This design comes from an exercise in tuning for small area on the open sky130 flow, not from production work.
The RTL was checked by simulation tests, not by an equivalence proof against the original design.
Power and IR drop assume default switching activity.

**design.v**
```verilog
module caa_decode #(
    parameter TERM_EN = 1'b1
) (
    input  wire [23:0] cmd,
    output wire        is_nop,
    output wire        is_start,
    output wire        is_begin,
    output wire        is_data,
    output wire        is_data2,
    output wire        is_end,
    output wire        is_term,
    output wire        is_illegal
);
    wire [3:0]  op  = cmd[23:20];
    wire [3:0]  rsv = cmd[19:16];
    wire [15:0] arg = cmd[15:0];
    wire rsv_ok   = (rsv == 4'h0);
    wire arg_zero = (arg == 16'h0000);
    wire hi_zero  = (arg[15:8] == 8'h00);
    assign is_nop   = rsv_ok && (op == 4'h0) && arg_zero;
    assign is_start = rsv_ok && (op == 4'h1);
    assign is_begin = rsv_ok && (op == 4'h2) && hi_zero;
    assign is_data  = rsv_ok && (op == 4'h3) && hi_zero;
    assign is_end   = rsv_ok && (op == 4'h4) && arg_zero;
    assign is_term  = rsv_ok && (op == 4'h5) && arg_zero && (TERM_EN != 0);
    assign is_data2 = rsv_ok && (op == 4'h6);
    assign is_illegal = !(is_nop || is_start || is_begin || is_data ||
                          is_data2 || is_end || is_term);
endmodule
module caa #(
    parameter        TERM_EN    = 1'b1,
    parameter [15:0] RESET_ADDR = 16'h0200
) (
    input  wire        clk,
    input  wire        rst,
    input  wire        cmd_valid,
    input  wire [23:0] cmd,
    output wire [15:0] cursor_o,
    output wire [15:0] csum_o,
    output wire [15:0] total_o,
    output wire [7:0]  rec_len_o,
    output wire [15:0] rec_addr_o,
    output wire [15:0] rec_csum_o,
    output wire        rec_valid_o,
    output wire [23:0] status_o,
    output wire        err_o,
    output wire [23:0] fcmd_o
);
    localparam [1:0] PH_IDLE = 2'd0;
    localparam [1:0] PH_REC  = 2'd1;
    localparam [1:0] PH_DONE = 2'd2;
    localparam [2:0] E_NONE = 3'd0;
    localparam [2:0] E_ILL  = 3'd1;
    localparam [2:0] E_SEQ  = 3'd2;
    localparam [2:0] E_LEN  = 3'd3;
    localparam [2:0] E_OVR  = 3'd4;
    localparam [2:0] E_UND  = 3'd5;
    localparam [7:0] MAX_LEN = 8'd24;
    reg [15:0] addr_q;
    reg [15:0] csum_q;
    reg [7:0]  len_q;
    reg [4:0]  cnt_q;
    reg [1:0]  phase_q;
    reg [15:0] total_q;
    reg [7:0]  out_len_q;
    reg [15:0] out_addr_q;
    reg [15:0] out_csum_q;
    reg        out_valid_q;
    reg [2:0]  err_q;
    reg [23:0] fcmd_q;
    wire is_nop, is_start, is_begin, is_data, is_data2, is_end, is_term, is_illegal;
    caa_decode #(.TERM_EN(TERM_EN)) u_decode (
        .cmd        (cmd),
        .is_nop     (is_nop),
        .is_start   (is_start),
        .is_begin   (is_begin),
        .is_data    (is_data),
        .is_data2   (is_data2),
        .is_end     (is_end),
        .is_term    (is_term),
        .is_illegal (is_illegal)
    );
    wire [15:0] a16 = cmd[15:0];
    wire [7:0]  n8  = cmd[7:0];
    wire [7:0]  b0  = cmd[15:8];
    wire [7:0]  b1  = cmd[7:0];
    wire halted = (err_q != E_NONE);
    wire in_idle = (phase_q == PH_IDLE);
    wire in_rec  = (phase_q == PH_REC);
    wire in_done = (phase_q == PH_DONE);
    reg seq_ok;
    always @(*) begin
        seq_ok = 1'b0;
        if (is_nop)   seq_ok = 1'b1;
        if (is_start) seq_ok = in_idle || in_done;
        if (is_begin) seq_ok = in_idle;
        if (is_data)  seq_ok = in_rec;
        if (is_data2) seq_ok = in_rec;
        if (is_end)   seq_ok = in_rec;
        if (is_term)  seq_ok = in_idle;
    end
    wire [5:0] cnt_p1 = {1'b0, cnt_q} + 6'd1;
    wire [5:0] cnt_p2 = {1'b0, cnt_q} + 6'd2;
    wire len_bad = (n8 > MAX_LEN);
    wire ovr1    = ({2'b00, cnt_p1} > len_q);
    wire ovr2    = ({2'b00, cnt_p2} > len_q);
    wire und     = ({3'b000, cnt_q} != len_q);
    reg [2:0] fault;
    always @(*) begin
        if (is_illegal)
            fault = E_ILL;
        else if (!seq_ok)
            fault = E_SEQ;
        else if (is_begin && len_bad)
            fault = E_LEN;
        else if ((is_data && ovr1) || (is_data2 && ovr2))
            fault = E_OVR;
        else if (is_end && und)
            fault = E_UND;
        else
            fault = E_NONE;
    end
    wire exec = cmd_valid && !halted;
    wire [15:0] header_sum = {8'h00, n8} + {8'h00, addr_q[15:8]} + {8'h00, addr_q[7:0]};
    wire [15:0] term_sum   = {8'h00, total_q[15:8]} + {8'h00, total_q[7:0]};
    wire [15:0] data_sum   = csum_q + {8'h00, b1};
    wire [15:0] data2_sum  = csum_q + {8'h00, b0} + {8'h00, b1};
    wire [15:0] addr_adv   = addr_q + {8'h00, len_q};
    wire [15:0] total_adv  = total_q + {8'h00, len_q};
    always @(posedge clk) begin
        if (rst) begin
            addr_q      <= RESET_ADDR;
            csum_q      <= 16'h0000;
            len_q       <= 8'h00;
            cnt_q       <= 5'd0;
            phase_q     <= PH_IDLE;
            total_q     <= 16'h0000;
            out_len_q   <= 8'h00;
            out_addr_q  <= 16'h0000;
            out_csum_q  <= 16'h0000;
            out_valid_q <= 1'b0;
            err_q       <= E_NONE;
            fcmd_q      <= 24'h000000;
        end else if (exec) begin
            if (fault != E_NONE) begin
                err_q  <= fault;
                fcmd_q <= cmd;
            end else begin
                if (is_start) begin
                    addr_q      <= a16;
                    total_q     <= 16'h0000;
                    csum_q      <= 16'h0000;
                    len_q       <= 8'h00;
                    cnt_q       <= 5'd0;
                    phase_q     <= PH_IDLE;
                    out_valid_q <= 1'b0;
                end
                if (is_begin) begin
                    len_q       <= n8;
                    cnt_q       <= 5'd0;
                    csum_q      <= header_sum;
                    phase_q     <= PH_REC;
                    out_valid_q <= 1'b0;
                end
                if (is_data) begin
                    csum_q <= data_sum;
                    cnt_q  <= cnt_q + 5'd1;
                end
                if (is_data2) begin
                    csum_q <= data2_sum;
                    cnt_q  <= cnt_q + 5'd2;
                end
                if (is_end) begin
                    out_len_q   <= len_q;
                    out_addr_q  <= addr_q;
                    out_csum_q  <= csum_q;
                    out_valid_q <= 1'b1;
                    addr_q      <= addr_adv;
                    total_q     <= total_adv;
                    phase_q     <= PH_IDLE;
                end
                if (is_term) begin
                    csum_q      <= term_sum;
                    out_len_q   <= 8'h00;
                    out_addr_q  <= total_q;
                    out_csum_q  <= term_sum;
                    out_valid_q <= 1'b1;
                    phase_q     <= PH_DONE;
                end
            end
        end
    end
    assign cursor_o    = addr_q;
    assign csum_o      = csum_q;
    assign total_o     = total_q;
    assign rec_len_o   = out_len_q;
    assign rec_addr_o  = out_addr_q;
    assign rec_csum_o  = out_csum_q;
    assign rec_valid_o = out_valid_q;
    assign err_o       = halted;
    assign fcmd_o      = fcmd_q;
    assign status_o    = {len_q, 3'b000, cnt_q, (TERM_EN != 0), err_q, halted,
                          out_valid_q, phase_q};
endmodule
```
**run.sh**
```bash
#!/bin/bash
# synth_recipe.tcl (not shown) runs the flow's synth.tcl, then flattens the netlist and writes it again
# the make line also repeats each setting of config.mk as NAME=value (left out here)
make -C /OpenROAD-flow-scripts/flow DESIGN_CONFIG=/design/flow/config.mk WORK_HOME=/design/flow/orfs CLKGATE_MAP_FILE= SYNTH_SCRIPT=/design/flow/synth_recipe.tcl finish
```
**config.mk**
```make
export PLATFORM = sky130hd
export DESIGN_NAME = caa
export DESIGN_NICKNAME = caa
export VERILOG_FILES = /design/flow/design.v
export SDC_FILE = /design/flow/constraint.sdc
export NUM_CORES = 4
export LEC_CHECK = 0
export CAP_MARGIN = 20
export CORE_MARGIN = 2
export CORE_UTILIZATION = 40
export SLEW_MARGIN = 20
```
**constraint.sdc**
```tcl
create_clock -name core_clock -period 5.0 [get_ports {clk}]
set_input_delay 1.0000 -clock core_clock [delete_from_list [all_inputs] [get_ports {clk}]]
set_output_delay 1.0000 -clock core_clock [all_outputs]
set_load 0.01 [all_outputs]
```
==> results.toml <==
[power_and_ir_drop]
power_density_nw_per_um2 = 225.9
seqPwrFrac = 0.413
power_frac_clock = 0.485
power.switching_uw = 711.2
report.power.total_mw = 2.578
comb_power_share = 0.102
power_report.internal_total_mw = 1.867
static-leakage-power_nw = 4.529
netSwitchingFraction = 0.2759
power.ir.vdd_worst_uv = 214.8

[synth]
ys_top_cells_by_count = "dfxtp_1, nor2_1, a21oi_1"
ys_seq_elements = 131
synth-seq-area-share = 0.2984
netlist_top_cells_area = "dfxtp_1, ha_1, nor2_1, mux2i_1, fa_1"
post_synth_arst_share = 0
synth_area_um2 = 8790
yosysWarningCount = 1
synth.lib_cells_used.distinct = 74
yosysTopAreaCellShare = 0.2984
yosysTopAreaCell = "dfxtp_1"
synthCells = 1043
synth-edff-count = 0
syn-mean-instance-area_um2 = 8.427
yosys.cell_count.top_type = "dfxtp_1"
synthFlopType = "dfxtp_1"

[placed_design]
place_hpwl_um = 24100
worst_slack_at_placement_ps = 462.2
gp_routability_congestion = 0.9342
io_buffer_count = 160

[route]
drc = 0
detail_route.wirelength_um = 31820
first_iter_violations = 639
antenna_violating_nets_post_route = 0
wire_per_inst_um = 21.12
detailedRoute.firstPassIterationCount = 8
route.vias.total = 8745
vias_per_cell = 5.803

[worst_hold_path]
min_delay_worst_endpoint = "out_csum_q[1]"
holdCritPathClass = "flip-flop to flip-flop"
min-delay-start = "out_csum_q[1]"
hold_path_depth = 2

[setup_path]
critical_path_required_ps = 5340
end_kind = "flip-flop"
critical_path.cell_chain = "clkdlybuf4s50_1 -> or4_1 -> or3_1 -> nor3_2 -> o41ai_1 -> o2111a_1 -> nand3_1 -> nor2_1 -> nor4_1"
crit-reg2reg-launch = "len_q[1]"
crit-reg2reg-capture = "total_q[0]"
timing.critical_path.arrival_ps = 4470
worst-r2r-setup-slack_ps = 990
crit_fanout = 10
worst_r2r_path_depth = 11
critical-path-slowest-cell = "or4_1"
crit_path_max_incr_delay_ps = 630
critPathKind = "primary input to flip-flop"
crit_path_start_kind = "primary input"

[clock_tree]
cts-buffers-inserted = 17
cts_h_tree_lvls = 4
cts_resized = 0
clk_transition_reported_paths_ps = 60
cts.repair_timing.setup_buffer_count = 0
cts.sinks = 131
cts_root_buf = "clkbuf_16"
cts_buffer_depth = 2
clock_latency_reported_for_the_late_side_of_the_worst_skew_pair_ps = 440
cts_tree = "built"
cts_hold_buffers = 0

[timing]
fin_crit_share = 0.8265
timing.final.setup_violations = 0
worst-slew-pin-transition_ps = 867.2
finalHoldViolations = 0
rsz0062_at_grt = "no"
hold-worst-slack_ps = 448.8
drv_slew = 0
finalWorstSetupSlack_ps = 867.4
worst_case_clock_skew_ps = 10.77
max_freq_mhz = 242.0
max_slew_margin = 0.4069
setup_tns_ps = 0
timing.final.crit_period_ps = 4133

[global_routing]
grt_pass1_vias = 8449
overflow = 0
grt_start_max_net_pins = 62
global_route_wire_length_before_repair_um = 49820
grt_antenna_before_repair = 0
grt_util_all_layers = 0.2744

[cells_and_area]
finish.net_count = 1324
drive_gt1_frac = 0.08068
flow.area_growth_from_synthesis_pct = 29.86
insertedDiodeCount = 0
filler_cell_count = 2045

[run_status]
status = "complete, no violations"

[floorplanning]
initial_core_util = 0.4053
die_y_um = 152.2
number_of_core_rows = 54
total_die_area_um2 = 23180
core_footprint_um2 = 21690
boundaryPins = 165
die-width_um = 152.2

[flow_run]
drv_cap = 0
==> state kept, by name, summed over array words and instances (netlist names) <==
name         flops
out_addr_q      16
len_q            8
phase_q          2
addr_q          16
out_len_q        8
out_valid_q      1
err_q            3
total_q         16
out_csum_q      16
csum_q          16
cnt_q            5
fcmd_q          24
==> layer usage <==
metal | global-route usage | part of all wire | vias up
met1 | 0.3905 | 0.47 | 4211
met5 | 0 | 0 | -
met4 | 0.07299 | 0.020 | 0
li1 | - | - | 4151
met2 | 0.4275 | 0.44 | 339
met3 | 0.05148 | 0.066 | 44
==> power groups by stage <==
stage          registers (mW)  clock network [mW]  logic (mW)
2_1_floorplan            1.09                   0       0.137
3_3_place_gp             1.09                   0       0.259
3_5_place_dp             1.09                   0       0.259
4_1_cts                  1.06                1.27       0.261
5_1_grt                  1.07                1.31       0.287
6_report                 1.06                1.25       0.264
==> worst max path at each step <==
stage                     slack (ps)     endpoint    start  depth (start not counted)
after detailed placement         460   csum_q[15]   cmd[0]                         15
final                            870  total_q[12]  cmd[13]                          9
after global placement           490   total_q[5]  cmd[13]                          9
after CTS                        910   csum_q[15]   cmd[0]                         15
after global routing             550   csum_q[15]   cmd[0]                         15
after floorplan                 1260     len_q[0]  cmd[16]                         11
==> kinds of logic (layout without fill, tap and decap cells) <==
logic type	Yosys count	after routing	synth area share
AO/OA/AOI/OAI	272	272	0.2081
XOR/XNOR	39	39	0.03886
adder cells (fa/ha/maj)	83	83	0.1369
buffers and inverters	96	278	0.04740
flip-flops	131	131	0.2984
multiplexers	45	45	0.05125
other	2	4	0.0008544
AND/OR/NAND/NOR	375	375	0.2182
==> through the flow <==
stage | cell area (um^2) | instances | utilization
finish | 11410 | 1507 | 0.5263
global route | 11410 | 1507 | 0.5263
CTS | 11400 | 1506 | 0.5258
detailed placement | 10830 | 1474 | 0.4993
global placement | 10830 | 1474 | 0.4993
floorplan | 8797 | 1045 | -
==> critical path: cells and delay by family <==
family | cells | cell delay, ps
AND/OR/NAND/NOR | 6 | 2410
AO/OA/AOI/OAI | 2 | 520
buffers and inverters | 1 | 540
==> cells in the final DEF (no fill, tap or decap), types with 6 or more instances in the layout <==
cell             netlist  routed
nand2b_1              15      15
o21a_1                 9       9
or3_1                  8       8
o21ai_0               46      46
nand4_1               13      13
mux2i_1               45      45
and2_1                12      12
clkdlybuf4s50_1        0     159
xnor2_1               22      22
nand3_1               27      27
buf_4                  9      42
nor4_1                 8       8
o211ai_1               7       7
a21o_1                 9       9
nand2_1               59      59
fa_1                  22      22
nor2_1               126     126
dfxtp_1              131     131
a22oi_1               23      23
o22ai_1                8       8
a211oi_1              32      32
clkbuf_16              0      17
clkinv_4               0       7
ha_1                  61      61
inv_1                 42      42
o21bai_1               8       8
and3_1                18      18
a22o_1                 6       6
nor3_1                45      45
a31oi_1               11      11
a21oi_1               67      67
nor2b_1                9       9
xor2_1                17      17
==> area by class of cell <==
class | instances | area [um^2] | area share
clock buffer | 17 | 425.4 | 0.03727
clock inverter | 15 | 150.1 | 0.01315
inverter | 43 | 161.4 | 0.01414
multi-input combinational | 818 | 5767 | 0.5052
sequential | 131 | 2623 | 0.2297
tap | 280 | 350.3 | 0.03069
timing repair buffer | 203 | 1938 | 0.1698

[what the ideal ports hide]
Ports are ideal in the flow. The routed layout listed here was re-timed in OpenROAD. Step 1 sets driving cells, clkbuf_16 on the clock port and buf_2 on the other inputs (assumed; they add their load-dependent delay and slew). Step 2, shift: input delay + t, output delay - t, t = (earliest + latest rising clock arrival at the registers) / 2. This alone moves slack from input paths to output paths. Three values: ideal, step 1, step 2; two values: the first two.
t, ns: 0.478
setup WS [ns]: 0.867 / 0.888 / 0.410
slew at the worst register clock pin (ns): 0.07 / 0.07
pins driven straight from the clock port: 1
After both steps setup and hold are still met in this run. The setup slack of this run moves by +0.021 ns with the drivers and by -0.457 ns with both steps.
